This design comes from an exercise in tuning for small area on the open sky130 flow, not from production work.
Where RTL was checked, it was by simulation tests only, not by an equivalence proof against the original.
No activity file was given, so power comes from the tool's default toggle rates.

pepper:
Design relaymux, start of the top module:
module relaymux (
    input  logic        clk,
    input  logic        rst,
    input  logic        tick,
    input  logic [1:0]  btn_raw,
    input  logic        cmd_valid,
    input  logic [31:0] cmd_data,
    input  logic        cmd_last,
    input  logic        cmd_err,
    input  logic        rsp_ready,
    output logic [7:0]  relay_out,
    output logic        cmd_ready,
    output logic        rsp_valid,
    output logic [31:0] rsp_data,
    output logic        rsp_last,
    output logic        busy,
    output logic [1:0]  man_evt,
    output logic        man_evt_stb
);
    logic       quiet;
    logic [1:0] acc;
    logic       take;
    logic [7:0] relay;
    logic       seq;
    logic       rb_wr;
    logic [7:0] rb_val;
    logic        c_cmd_ready;
    logic        c_rsp_valid;
    logic [31:0] c_rsp_data;
    logic        c_rsp_last;
    logic [1:0]  c_man_evt;
    logic        c_man_evt_stb;
    relaymux_debouncer u_deb (
        .clk     (clk),
        .rst     (rst),
        .tick    (tick),
  ...
export LEC_CHECK = 0
export CAP_MARGIN = 20
export CORE_MARGIN = 2
export CORE_UTILIZATION = 40
export PLACE_DENSITY = 0.6
export SLEW_MARGIN = 20
create_clock -name core_clock -period 10.0 [get_ports {clk}]
standard.sh (not shown) runs the stock make flow with config.mk's settings and CLKGATE_MAP_FILE= SYNTH_SCRIPT=/design/flow/synth_recipe.tcl, a recipe that flattens the netlist after the stock synthesis.
==> flow/flow/run.sh <==
#!/bin/bash
# The standard synthesis, then the standard layout with: the ports
# buffered by the smallest buffer, one tie cell per constant kept as
# synthesis made it, and a clock tree of clkbuf_8 without dummy loads.
# ORFS writes each step's log under orfs/logs; the make output of each part
# goes to its own log here.
set -euo pipefail
bash standard.sh synth > synth.log 2>&1
export BUFFER_PORTS_ARGS="-buffer_cell sky130_fd_sc_hd__buf_1"
export SKIP_REPAIR_TIE_FANOUT=1
export CTS_ARGS="-sink_clustering_enable -repair_clock_nets -buf_list sky130_fd_sc_hd__clkbuf_8 -dont_use_dummy_load"
bash standard.sh finish > layout.log 2>&1
diff inputs: pepper => maple
diff --git a/flow/design.v b/flow/design.v
--- a/flow/design.v
+++ b/flow/design.v
@@ -293,17 +293,17 @@
     end
     logic q_sh;
     assign q_sh = r_acc && ph == PH_BODY;
     always_ff @(posedge clk) begin
         for (int p = 0; p < 32; p++) begin
             if (rsp && !(p < 8 && k_str)) begin
                 if (q_sh) nq[p] <= (p == 31) ? 1'b1 : nq[(p + 1) % 32];
-            end else if (p >= 8 || (args && op == 4'h3)) begin
+            end else if (args && op == 4'h3) begin
                 if (ge[p]) nq[p] <= !r8[p % 8];
-            end else begin
+            end else if (p < 8) begin
                 nq[p] <= !n_mask[p % 8];
             end
         end
     end
     logic [3:0] r_kind;
     logic [7:0] body;
     always_comb begin
[summary]
Both conditions hold for maple: the flow ran to the end and the final layout passed the timing, design-rule and antenna checks. maple vs. pepper: chip height went down by 0.79%. Comparing maple against pepper, there is no change at all in detailed-route DRC error count. maple vs pepper on critical-path maximum fanout: maple is the lower one. From pepper to maple the numbers moved as follows: via count -422, final clock skew ~0 delta, die area -1.6%, final period utilization -1.8 points, count of routing violations after the opening detailed-route iteration +197. maple — compound-cell area share of the yosys netlist 2.1 points higher, pepper as reference. [compare] base=pepper new=maple: portion of the post-synthesis area used by sequential elements now larger, count of plain and timing-repair buffers in the layout now larger, fmax now larger.
No functional check of the RTL was part of pepper.


relaymux, a different RTL version from the one above (not shown whole).
Size in the first run: ~880 cells after synthesis, roughly 78 flip-flops, about 88 I/O pins, roughly 6900 µm² of cells after synthesis.
clock: 10.0 ns
lec_check: 0
cap_margin: 20
core_margin: 2
core_utilization: 40
place_density: 0.6
slew_margin: 20
==> flow/flow/run.sh <==
#!/bin/bash
# The standard synthesis, then the standard layout with: the ports
# buffered by the smallest buffer, one tie cell per constant kept as
# synthesis made it, a clock tree of clkbuf_8 without dummy loads, and
# non-critical gates sized down after global routing. ORFS writes each
# step's log under orfs/logs; the make output of each part goes to its own
# log here.
set -euo pipefail
bash standard.sh synth > synth.log 2>&1
export BUFFER_PORTS_ARGS="-buffer_cell sky130_fd_sc_hd__buf_1"
export SKIP_REPAIR_TIE_FANOUT=1
export RECOVER_POWER=100
export CTS_ARGS="-sink_clustering_enable -repair_clock_nets -buf_list sky130_fd_sc_hd__clkbuf_8 -dont_use_dummy_load"
bash standard.sh finish > layout.log 2>&1
The starting point finished with timing, DRC and antenna clean.
Then changed:
--- a/flow/design.v
+++ b/flow/design.v
@@ -173,26 +173,24 @@
         c5  = (c1 & c2) | (c3 & (c1 ^ c2));
         k1  = s5 & k0;
         pc1 = {c5 & k1, c5 ^ k1, s5 ^ k0, s1 ^ s2 ^ s3};
     end
     logic        n_args, n_rsp, n_seq, n_mev_stb;
     logic [3:0]  n_op;
     logic [2:0]  n_err;
     logic [7:0]  n_mask;
     logic [5:0]  n_cnt;
     logic [1:0]  n_ph, n_mev;
     logic        manual, hdr_acc, arg_acc, fin, r_acc;
     logic [3:0]  f_op;
-    logic [7:0]  w_mask;     
-    assign w_mask = o_list ? (mask | rmask) : o_num ? cmd_data[7:0] : mask;
     logic        k_str;
     always_comb begin
         n_args    = args;
         n_rsp     = rsp;
         n_seq     = seq;
         n_op      = op;
         n_err     = err;
         n_mask    = mask;
         n_cnt     = cnt;
         n_ph      = ph;
         n_mev     = mev;
         n_mev_stb = 1'b0;
@@ -217,48 +215,50 @@
         end
         if (hdr_acc) begin
             n_op    = dop;
             n_mask  = 8'h00;
             n_cnt   = 6'd0;
             n_ph[0] = 1'b0;
             n_args  = !cmd_last;
             n_err   = illegal ? 3'd1 : (cmd_last && (d_list || d_num)) ? 3'd2 : 3'd0;
         end
         if (arg_acc) begin
             n_ph[0] = 1'b1;
             n_err   = a_err;
-            n_mask  = w_mask;
-            if (op == 4'h3) n_cnt = qsum;
+            if (list_ok) begin
+                n_mask = mask | rmask;
+                if (op == 4'h3) n_cnt = qsum;
+            end
+            if (num_ok) n_mask = cmd_data[7:0];
             if (cmd_last) n_args = 1'b0;
         end
         if (fin) begin
             if (n_err != 3'd0) begin
                 n_rsp = 1'b1;
                 n_cnt = 6'd0;
                 n_ph  = PH_HDR;
             end else begin
                 case (f_op)
                     4'h1, 4'h2, 4'h4, 4'h6, 4'h7: begin
                         rb_wr = 1'b1;
                         n_seq = 1'b1;
                         n_cnt = SETTLE;
                         n_ph  = {f_op[2] & f_op[1], 1'b0};
-                        case (op)
-                            4'h1:    rb_val = relay & ~w_mask;
-                            4'h2:    rb_val = relay | w_mask;
-                            4'h6:    rb_val = relay & w_mask;
-                            4'h7:    rb_val = relay | w_mask;
-                            default: rb_val = 8'h00;
+                        case (f_op)
+                            4'h1:    rb_val = relay & ~n_mask;
+                            4'h2:    rb_val = relay | n_mask;
+                            4'h4:    rb_val = 8'h00;
+                            4'h6:    rb_val = relay & n_mask;
+                            default: rb_val = relay | n_mask;
                         endcase
-                        if (hdr_acc) rb_val = 8'h00;
                     end
                     4'h3: begin n_rsp = 1'b1; n_ph = PH_HDR; end
                     4'h5: begin
                         n_rsp  = 1'b1;
                         n_ph   = PH_HDR;
                         n_mask = relay;
                         n_cnt  = {1'b0, pc1, relay == 8'h00};
                     end
                     4'h8:    begin n_rsp = 1'b1; n_ph = PH_HDR; n_cnt = 6'd1;  end
                     default: begin n_rsp = 1'b1; n_ph = PH_HDR; n_cnt = 6'd17; end
                 endcase
             end
The changed run finished with capacitance limit, slew limit left.
Maximum frequency decreases by roughly a tenth.
Register-to-register slack loses 680 ps.
Count of clock-buffer cells in the layout does not change.
Synthesized area decreases slightly.
Routed wire length decreases by a few percent.
Sequential power decreases by a little under a tenth.
Utilization increases by 0.91 points.
Final area decreases slightly.
Setup slack loses 1000 ps.
Critical path depth increases by 3.
Cell count decreases slightly.
Function was not checked in any run of this note: the RTL went through the layout flow alone.


job 1240:
relaymux, a different RTL version from the one above (not shown whole).
Size in the first run: about 880 cells after synthesis, about 70 flip-flops, roughly 88 I/O pins, roughly 6700 µm² of cells after synthesis.
==> flow/config.mk <==
export PLATFORM = sky130hd
export DESIGN_NAME = relaymux
export DESIGN_NICKNAME = relaymux
export VERILOG_FILES = /design/flow/design.v
export SDC_FILE = /design/flow/constraint.sdc
export NUM_CORES = 4
export LEC_CHECK = 0
export CAP_MARGIN = 20
export CORE_MARGIN = 2
export CORE_UTILIZATION = 40
export PLACE_DENSITY = 0.6
export SLEW_MARGIN = 20
==> flow/constraint.sdc <==
create_clock -name core_clock -period 10.0 [get_ports {clk}]
set_input_delay 2.0000 -clock core_clock [delete_from_list [all_inputs] [get_ports {clk}]]
set_output_delay 2.0000 -clock core_clock [all_outputs]
set_load 0.01 [all_outputs]
==> flow/flow/run.sh <==
#!/bin/bash
# The standard synthesis, then the standard layout with: the ports
# buffered by the smallest buffer, one tie cell per constant kept as
# synthesis made it, and a clock tree of clkbuf_8 without dummy loads.
# ORFS writes each step's log under orfs/logs; the make output of each part
# goes to its own log here.
set -euo pipefail
bash standard.sh synth > synth.log 2>&1
export BUFFER_PORTS_ARGS="-buffer_cell sky130_fd_sc_hd__buf_1"
export SKIP_REPAIR_TIE_FANOUT=1
export CTS_ARGS="-sink_clustering_enable -repair_clock_nets -buf_list sky130_fd_sc_hd__clkbuf_8 -dont_use_dummy_load"
bash standard.sh finish > layout.log 2>&1
Changes in job 4743 relative to job 1240:
--- a/flow/design.v
+++ b/flow/design.v
@@ -200,15 +200,15 @@
         rb_val    = 8'h00;
         manual  = idle && quiet;
         hdr_acc = idle && !quiet && cmd_valid;
         arg_acc = args && cmd_valid;
         fin     = (hdr_acc || arg_acc) && cmd_last;
         f_op    = hdr_acc ? dop : op;
         r_acc   = rsp && rsp_ready;
-        k_str = err == 3'd0 && op == 4'h5;
+        k_str = op == 4'h5;
         if (manual) begin
             rb_wr     = 1'b1;
             rb_val    = 8'h00;
             n_seq     = 1'b1;
             n_cnt     = SETTLE;
             n_ph      = {!acc[1], 1'b1};
             n_mask    = cycle_next(relay);
@@ -238,22 +238,21 @@
             end else begin
                 case (f_op)
                     4'h1, 4'h2, 4'h4, 4'h6, 4'h7: begin
                         rb_wr = 1'b1;
                         n_seq = 1'b1;
                         n_cnt = SETTLE;
                         n_ph  = {f_op[2] & f_op[1], 1'b0};
-                        case (op)
+                        case (f_op)
                             4'h1:    rb_val = relay & ~w_mask;
                             4'h2:    rb_val = relay | w_mask;
                             4'h6:    rb_val = relay & w_mask;
                             4'h7:    rb_val = relay | w_mask;
                             default: rb_val = 8'h00;
                         endcase
-                        if (hdr_acc) rb_val = 8'h00;
                     end
                     4'h3: begin n_rsp = 1'b1; n_ph = PH_HDR; end
                     4'h5: begin
                         n_rsp  = 1'b1;
                         n_ph   = PH_HDR;
                         n_cnt  = {1'b0, pc1, relay == 8'h00};
                     end
@@ -311,20 +310,20 @@
         else case (op)
             4'h3:    r_kind = 4'h1;
             4'h5:    r_kind = 4'h3;
             4'h8:    r_kind = 4'h2;
             4'h9:    r_kind = 4'h4;
             default: r_kind = 4'h0;
         endcase
-        case (r_kind)
-            4'h1:    body = {7'd0, !nq[0]};
-            4'h2:    body = relay;
-            4'h3:    body = (cnt == 6'd0) ? 8'h29 :
+        case (op)
+            4'h3:    body = {7'd0, !nq[0]};
+            4'h8:    body = relay;
+            4'h5:    body = (cnt == 6'd0) ? 8'h29 :
                             cnt[0] ? {4'h3, low_chan(rem)} : 8'h2C;
-            default: body = IDENT[8 * cnt[4:0] +: 8];
+            default: body = cnt[4] ? IDENT[135:128] : IDENT[8 * cnt[3:0] +: 8];
         endcase
         if (!rsp)                 rsp_data = 32'h0;
         else if (ph == PH_HDR)    rsp_data = {r_kind, 4'h0, 5'd0, err, 10'd0, cnt};
         else if (ph == PH_OPEN)   rsp_data = 32'h28;
         else if (ph == PH_AT)     rsp_data = 32'h40;
         else                      rsp_data = {24'd0, body};
     end
### Flow results
Job 4743 has less setup slack than job 1240. The total buffers and inverters traversed by the critical path of job 4743 is lower than that of job 1240. Job 4743 against job 1240: multi-input combinational cell area decreased 2.1%, cell area decreased 1.4%, wire length increased about 0.34%. Static leakage: job 4743 lower than job 1240. On total internal power, the lower figure sits with job 1240, not job 4743. In job 4743 relative to job 1240, maximum frequency had gone down slightly.

[static timing again, ports no longer ideal]
No port has a modelled driver above. Below, the same layouts with a new extraction and two added sets of constraints. Step 1, drivers: a clkbuf_16 drives clk and a buf_2 each remaining input, both assumed. Step 2 adds t to the input delays and takes it off the output delays; t is the mean of the earliest and latest rising clock arrival at the registers after step 1. Input paths then give back, and output paths get back, about the clock's delay inside the block. Three values: ideal ports, drivers, drivers and shift; two values: the first two.
run	shift t [ns]	setup slack, ns	hold WS [ns]	slew at the worst register clock pin (ns)	worst slew at a driven data input, ns
pepper	0.409	4.108 / 4.124 / 3.714	0.447 / 0.447 / 0.447	0.08 / 0.08	0.03
maple	0.403	4.285 / 4.296 / 3.893	0.453 / 0.453 / 0.453	0.08 / 0.08	0.03
the first run of note 2	0.401	2.865 / 2.881 / 2.479	0.464 / 0.464 / 0.464	0.09 / 0.09	0.04
the second run of note 2	0.412	1.867 / 1.880 / 1.468	0.460 / 0.460 / 0.460	0.08 / 0.08	0.03
job 1240	0.398	3.507 / 3.520 / 3.121	0.458 / 0.458 / 0.458	0.09 / 0.09	0.03
job 4743	0.388	3.436 / 3.444 / 3.056	0.452 / 0.452 / 0.452	0.08 / 0.08	0.03
For the second run of note 2, which loses most, drivers alone change the setup slack by +0.013 ns; drivers and shift together by -0.399 ns.
